This is an optimization exercise on Yosys and OpenROAD, whose aim is small area, not a production implementation. The RTL was checked by simulation tests, not by an equivalence proof against the original design. Power is estimated from default activity; no workload was simulated.

== job 102 ==
## scfd
module scfd #(
    parameter MAX_FRAME = 128,
    parameter T_SETTLE  = 16
) (
    input  wire       clk,
    input  wire       rst,
    input  wire       rx_valid,
    input  wire [7:0] rx_data,
    output wire       tx_valid,
    output wire [7:0] tx_data,
    input  wire       tx_ready,
    output wire       bus_cs,
    output wire       bus_valid,
    output wire       bus_we,
    output wire [7:0] bus_wdata,
    input  wire       bus_ready,
    input  wire [7:0] bus_rdata,
    input  wire       bus_fail
);
    localparam [7:0] HEADER = 8'h7E;
    localparam [7:0] TAIL   = 8'h7F;
    localparam [6:0] CLAMP  = MAX_FRAME - 10;    
    localparam integer L    = 120;               
    localparam integer NP   = L / 8;             
    localparam integer NS   = 8;                 
    localparam [6:0] LAST   = L - 1;             
    localparam [3:0] S_IDLE  = 4'd0;
    localparam [3:0] S_WAIT  = 4'd1;    
    localparam [3:0] S_FETCH = 4'd2;    
    localparam [3:0] S_SET   = 4'd3;    
    localparam [3:0] S_B0    = 4'd4;    
    localparam [3:0] S_B1    = 4'd5;    
    localparam [3:0] S_B2    = 4'd6;    
    localparam [3:0] S_B3    = 4'd7;    
    localparam [3:0] S_T0    = 4'd8;    
    localparam [3:0] S_T1    = 4'd9;    
    localparam [3:0] S_T2    = 4'd10;   
    localparam [3:0] S_T3    = 4'd11;   
  ...
clock: 10.0 ns
lec_check: 0
abc_area: 1
cap_margin: 20
core_margin: 2
core_utilization: 75
cts_buf_list: sky130_fd_sc_hd__clkbuf_8
cts_cluster_diameter: 35
cts_cluster_size: 16
place_density: 0.85
slew_margin: 20
standard.sh (not shown) runs the stock make flow with config.mk's settings and CLKGATE_MAP_FILE= SYNTH_SCRIPT=/design/flow/synth_recipe.tcl, a recipe that flattens the netlist after the stock synthesis.
==> flow/flow/run.sh <==
#!/bin/bash
# Standard layout, except that the port buffers are the smallest buffer
# (sky130_fd_sc_hd__buf_1) instead of the one buffer_ports picks by default.
set -euo pipefail
export BUFFER_PORTS_ARGS="-buffer_cell sky130_fd_sc_hd__buf_1"
bash standard.sh > standard_flow.log 2>&1
Job 102: full flow OK, the timing, DRC and antenna checks passed
[inputs] job 101 vs job 102
- CTS_CLUSTER_DIAMETER changed from 35 to 40
- CTS_CLUSTER_SIZE changed from 16 to 14
==> flow/run.sh (new file) <==
#!/bin/bash
# synth_recipe.tcl (not shown) runs the flow's synth.tcl, then flattens the netlist and writes it again
# the make line also repeats each setting of config.mk as NAME=value (left out here)
make -C /OpenROAD-flow-scripts/flow DESIGN_CONFIG=/design/flow/config.mk WORK_HOME=/design/flow/orfs CLKGATE_MAP_FILE= SYNTH_SCRIPT=/design/flow/synth_recipe.tcl finish
removed: flow/flow/run.sh
removed: flow/standard.sh
==> comparison <==
The final cell utilization of the core number comes out higher for job 102 vs job 101.
Diff job 102 -> job 101 | logic gate share of total power | increase of 0.3 points
Run comparison: job 101 cell with the largest stage delay on the worst path sky130_fd_sc_hd__edfxtp_1; job 102 cell with the largest stage delay on the worst path sky130_fd_sc_hd__dfxtp_1
Against job 102 as the reference, job 101 delivers a higher relative area of non-clock buffer cells in the final design.


== job 8507 ==
scfd, a different RTL version from the one above (not shown whole).
Size: about 4000 cells after synthesis, about 54000 um^2 of cells after synthesis.
Design scfd, start of the top module:
module scfd #(
    parameter MAX_FRAME = 128,
    parameter T_SETTLE  = 16
) (
    input  wire       clk,
    input  wire       rst,
    input  wire       rx_valid,
    input  wire [7:0] rx_data,
    output wire       tx_valid,
    output wire [7:0] tx_data,
    input  wire       tx_ready,
    output wire       bus_cs,
    output wire       bus_valid,
    output wire       bus_we,
    output wire [7:0] bus_wdata,
    input  wire       bus_ready,
    input  wire [7:0] bus_rdata,
    input  wire       bus_fail
);
==> flow/config.mk <==
export PLATFORM = sky130hd
export DESIGN_NAME = scfd
export DESIGN_NICKNAME = scfd
export VERILOG_FILES = /design/flow/design.v
export SDC_FILE = /design/flow/constraint.sdc
export NUM_CORES = 4
export LEC_CHECK = 0
export ABC_AREA = 1
export CAP_MARGIN = 20
export CORE_MARGIN = 2
export CORE_UTILIZATION = 75
export CTS_BUF_LIST = sky130_fd_sc_hd__clkbuf_8
export CTS_CLUSTER_DIAMETER = 40
export CTS_CLUSTER_SIZE = 14
export PLACE_DENSITY = 0.85
export SLEW_MARGIN = 20
==> flow/constraint.sdc <==
create_clock -name core_clock -period 10.0 [get_ports {clk}]
set_input_delay 2.0000 -clock core_clock [delete_from_list [all_inputs] [get_ports {clk}]]
set_output_delay 2.0000 -clock core_clock [all_outputs]
set_load 0.01 [all_outputs]
==> flow/flow/run.sh <==
#!/bin/bash
set -euo pipefail
export BUFFER_PORTS_ARGS="-buffer_cell sky130_fd_sc_hd__buf_1"
export CTS_ARGS="-sink_clustering_enable -repair_clock_nets -sink_clustering_size 9 -sink_clustering_max_diameter 30 -buf_list \"sky130_fd_sc_hd__clkbuf_4 sky130_fd_sc_hd__clkbuf_8\" -sink_clustering_buffer sky130_fd_sc_hd__clkbuf_4 -dont_use_dummy_load"
bash standard.sh > standard_flow.log 2>&1
Job 8507 finished every step from synthesis to the final layout, and the layout passed the timing, DRC and antenna checks.
## Diff of input files: job 130 against job 8507
==> flow/flow/run.sh <==
#!/bin/bash
set -euo pipefail
export BUFFER_PORTS_ARGS="-buffer_cell sky130_fd_sc_hd__buf_1"
export CTS_ARGS="-sink_clustering_enable -repair_clock_nets -sink_clustering_size 14 -sink_clustering_max_diameter 40 -buf_list sky130_fd_sc_hd__clkbuf_8 -dont_use_dummy_load"
bash standard.sh > standard_flow.log 2>&1
==> comparison <==
- Job 130 finished end to end and its layout was clean on timing, DRC and antenna.
- As far as synthesized instance count goes, job 130 and job 8507 are indistinguishable; the numbers are identical.
- For share of the core filled with cells in the final layout, job 8507 and job 130 come out practically identical.
- Compared with job 8507, in job 130 maximum level of the CTS H-tree decreased 1; wire length of the first global-routing pass essentially unchanged.
- | fraction of the cycle the final worst path needs | higher: job 130 |
- Between job 130 and job 8507, the difference in fraction of registers with async set/reset is negligible.
- Diff job 8507..job 130 | number of multi-input combinational cells | unchanged
- Setup slack | job 130 below job 8507
Input-level comparison between job 8020 and job 130:
==> flow/flow/run.sh <==
#!/bin/bash
set -euo pipefail
export BUFFER_PORTS_ARGS="-buffer_cell sky130_fd_sc_hd__buf_1"
export CTS_ARGS="-sink_clustering_enable -repair_clock_nets -sink_clustering_size 16 -sink_clustering_max_diameter 40 -buf_list sky130_fd_sc_hd__clkbuf_8 -dont_use_dummy_load"
bash standard.sh > standard_flow.log 2>&1
diff --git a/flow/config.mk b/flow/config.mk
--- a/flow/config.mk
+++ b/flow/config.mk
@@ -9,8 +9,8 @@
 export CAP_MARGIN = 20
 export CORE_MARGIN = 2
-export CORE_UTILIZATION = 75
+export CORE_UTILIZATION = 80
 export CTS_BUF_LIST = sky130_fd_sc_hd__clkbuf_8
 export CTS_CLUSTER_DIAMETER = 40
-export CTS_CLUSTER_SIZE = 14
-export PLACE_DENSITY = 0.85
+export CTS_CLUSTER_SIZE = 16
+export PLACE_DENSITY = 0.88
 export SLEW_MARGIN = 20
Findings:
Between job 130 and job 8020, post-route cell area decreased. Delay of the slowest cell on the worst path (lower): job 130. In the flow results for job 130 and job 8020, the worst ir drop on vdd is smaller on job 130. Final wirelength (job 8020 over job 130): increase, 4.6%. For the filler cell count, job 8020 came in 24% lower than job 130 did. Net switching fraction of the power in job 8020 is 0.24 points higher than in job 130. Job 8020 against job 130: overall fraction of global-route tracks in use moved up, critical path arrival grew by 580 ps.
Here is what was changed in the inputs of job 3406 compared with job 8020.
==> flow/flow/run.sh <==
#!/bin/bash
# Standard layout, except that the port buffers are the smallest buffer
# (sky130_fd_sc_hd__buf_1) instead of the one buffer_ports picks by default.
set -euo pipefail
export BUFFER_PORTS_ARGS="-buffer_cell sky130_fd_sc_hd__buf_1"
bash standard.sh > standard_flow.log 2>&1
diff --git a/flow/config.mk b/flow/config.mk
--- a/flow/config.mk
+++ b/flow/config.mk
@@ -9,8 +9,8 @@
 export CAP_MARGIN = 20
 export CORE_MARGIN = 2
-export CORE_UTILIZATION = 80
+export CORE_UTILIZATION = 75
 export CTS_BUF_LIST = sky130_fd_sc_hd__clkbuf_8
 export CTS_CLUSTER_DIAMETER = 40
-export CTS_CLUSTER_SIZE = 16
-export PLACE_DENSITY = 0.88
+export CTS_CLUSTER_SIZE = 14
+export PLACE_DENSITY = 0.85
 export SLEW_MARGIN = 20
Results
- Job 8020 → job 3406: combinational power about even; proportion of register bits with asynchronous set or reset after synthesis flat.
- Transition time at the pin with the least slew margin: job 3406 < job 8020
- The standard cells in job 3406 occupy more silicon area than those in job 8020 do.
- Going from job 8020 to job 3406, share of final layout cell area taken by clock buffers and inverters increased by 1.3 points relative to the old numbers; first-pass GRT wire length decreased by 4.3% relative to the old numbers; number of clock buffer instances in the layout increased by about 13% relative to the old numbers; cell count increased by about 3% relative to the old numbers; post-synthesis to final-layout area growth increased by 1.6 points relative to the old numbers.
- Relative to job 8020, share of power burned in registers has decreased by 2.3 points in job 3406.
- Job 3406: all stages complete, timing, DRC and antenna checks passed
- Diff job 3406..job 8020 | area after synthesis | unchanged


Another version of the RTL of scfd (not shown whole).
Size in the first run: ~4100 cells after synthesis, about 2100 flip-flops, about 42 I/O pins, roughly 53000 sq um of cells after synthesis.
clock: 10.0 ns
lec_check: 0
abc_area: 1
cap_margin: 20
core_margin: 2
core_utilization: 75
cts_buf_list: sky130_fd_sc_hd__clkbuf_8
cts_cluster_diameter: 40
cts_cluster_size: 14
place_density: 0.85
slew_margin: 20
==> flow/flow/run.sh <==
#!/bin/bash
set -euo pipefail
export BUFFER_PORTS_ARGS="-buffer_cell sky130_fd_sc_hd__buf_1"
export CTS_ARGS="-sink_clustering_enable -repair_clock_nets -sink_clustering_size 18 -sink_clustering_max_diameter 50 -buf_list sky130_fd_sc_hd__clkbuf_8 -dont_use_dummy_load"
bash standard.sh > standard_flow.log 2>&1
The first run produced a clean layout.
==> next run, changes <==
==> flow/flow/run.sh (replaced) <==
#!/bin/bash
set -euo pipefail
export BUFFER_PORTS_ARGS="-buffer_cell sky130_fd_sc_hd__buf_1"
export CTS_ARGS="-sink_clustering_enable -repair_clock_nets -sink_clustering_size 16 -sink_clustering_max_diameter 40 -buf_list sky130_fd_sc_hd__clkbuf_8 -dont_use_dummy_load"
bash standard.sh > standard_flow.log 2>&1
Area after synthesis is unchanged. Fmax came out higher by 0.63%. Cell count climbs by 0.52%. Wire length went up by 1.1%. Power came out higher by 2.4%. Via count goes up by 1.1%. Setup slack improved by 0.037 ns. Core utilization came out higher by 0.51 points. Hold slack is worse by 0.012 ns.

## what the ideal ports hide
How much do the figures lean on ideal ports? The routed layouts below were timed once more, with nothing changed but the port constraints. Step 1: set_driving_cell puts a clkbuf_16 on clk and a buf_2 on each other input, an assumption about the parent block. Step 2, shift: input delay + t, output delay - t, t = (earliest + latest rising clock arrival at the registers) / 2. This alone moves slack from input paths to output paths. Slacks: ideal / step 1 / step 2; pairs: ideal / step 1.
run	t, ns	setup WS [ns]	latest minus earliest clock arrival (ns)
job 102	0.891	3.432 / 3.432 / 3.222	0.048 / 0.048
job 101	0.901	3.723 / 3.723 / 3.465	0.061 / 0.061
job 8507	0.913	3.835 / 3.835 / 3.465	0.124 / 0.124
job 130	0.865	3.754 / 3.754 / 3.408	0.147 / 0.147
job 8020	0.865	3.160 / 3.160 / 3.160	0.102 / 0.102
job 3406	0.911	3.788 / 3.788 / 3.460	0.063 / 0.063
the first run of note 3	0.833	3.995 / 4.039 / 3.206	0.153 / 0.154
the second run of note 3	0.849	4.032 / 4.077 / 3.228	0.154 / 0.154
After both steps setup and hold are still met in every run listed. The setup slack of the second run of note 3, which loses most, moves by +0.045 ns with the drivers and by -0.804 ns with both steps.
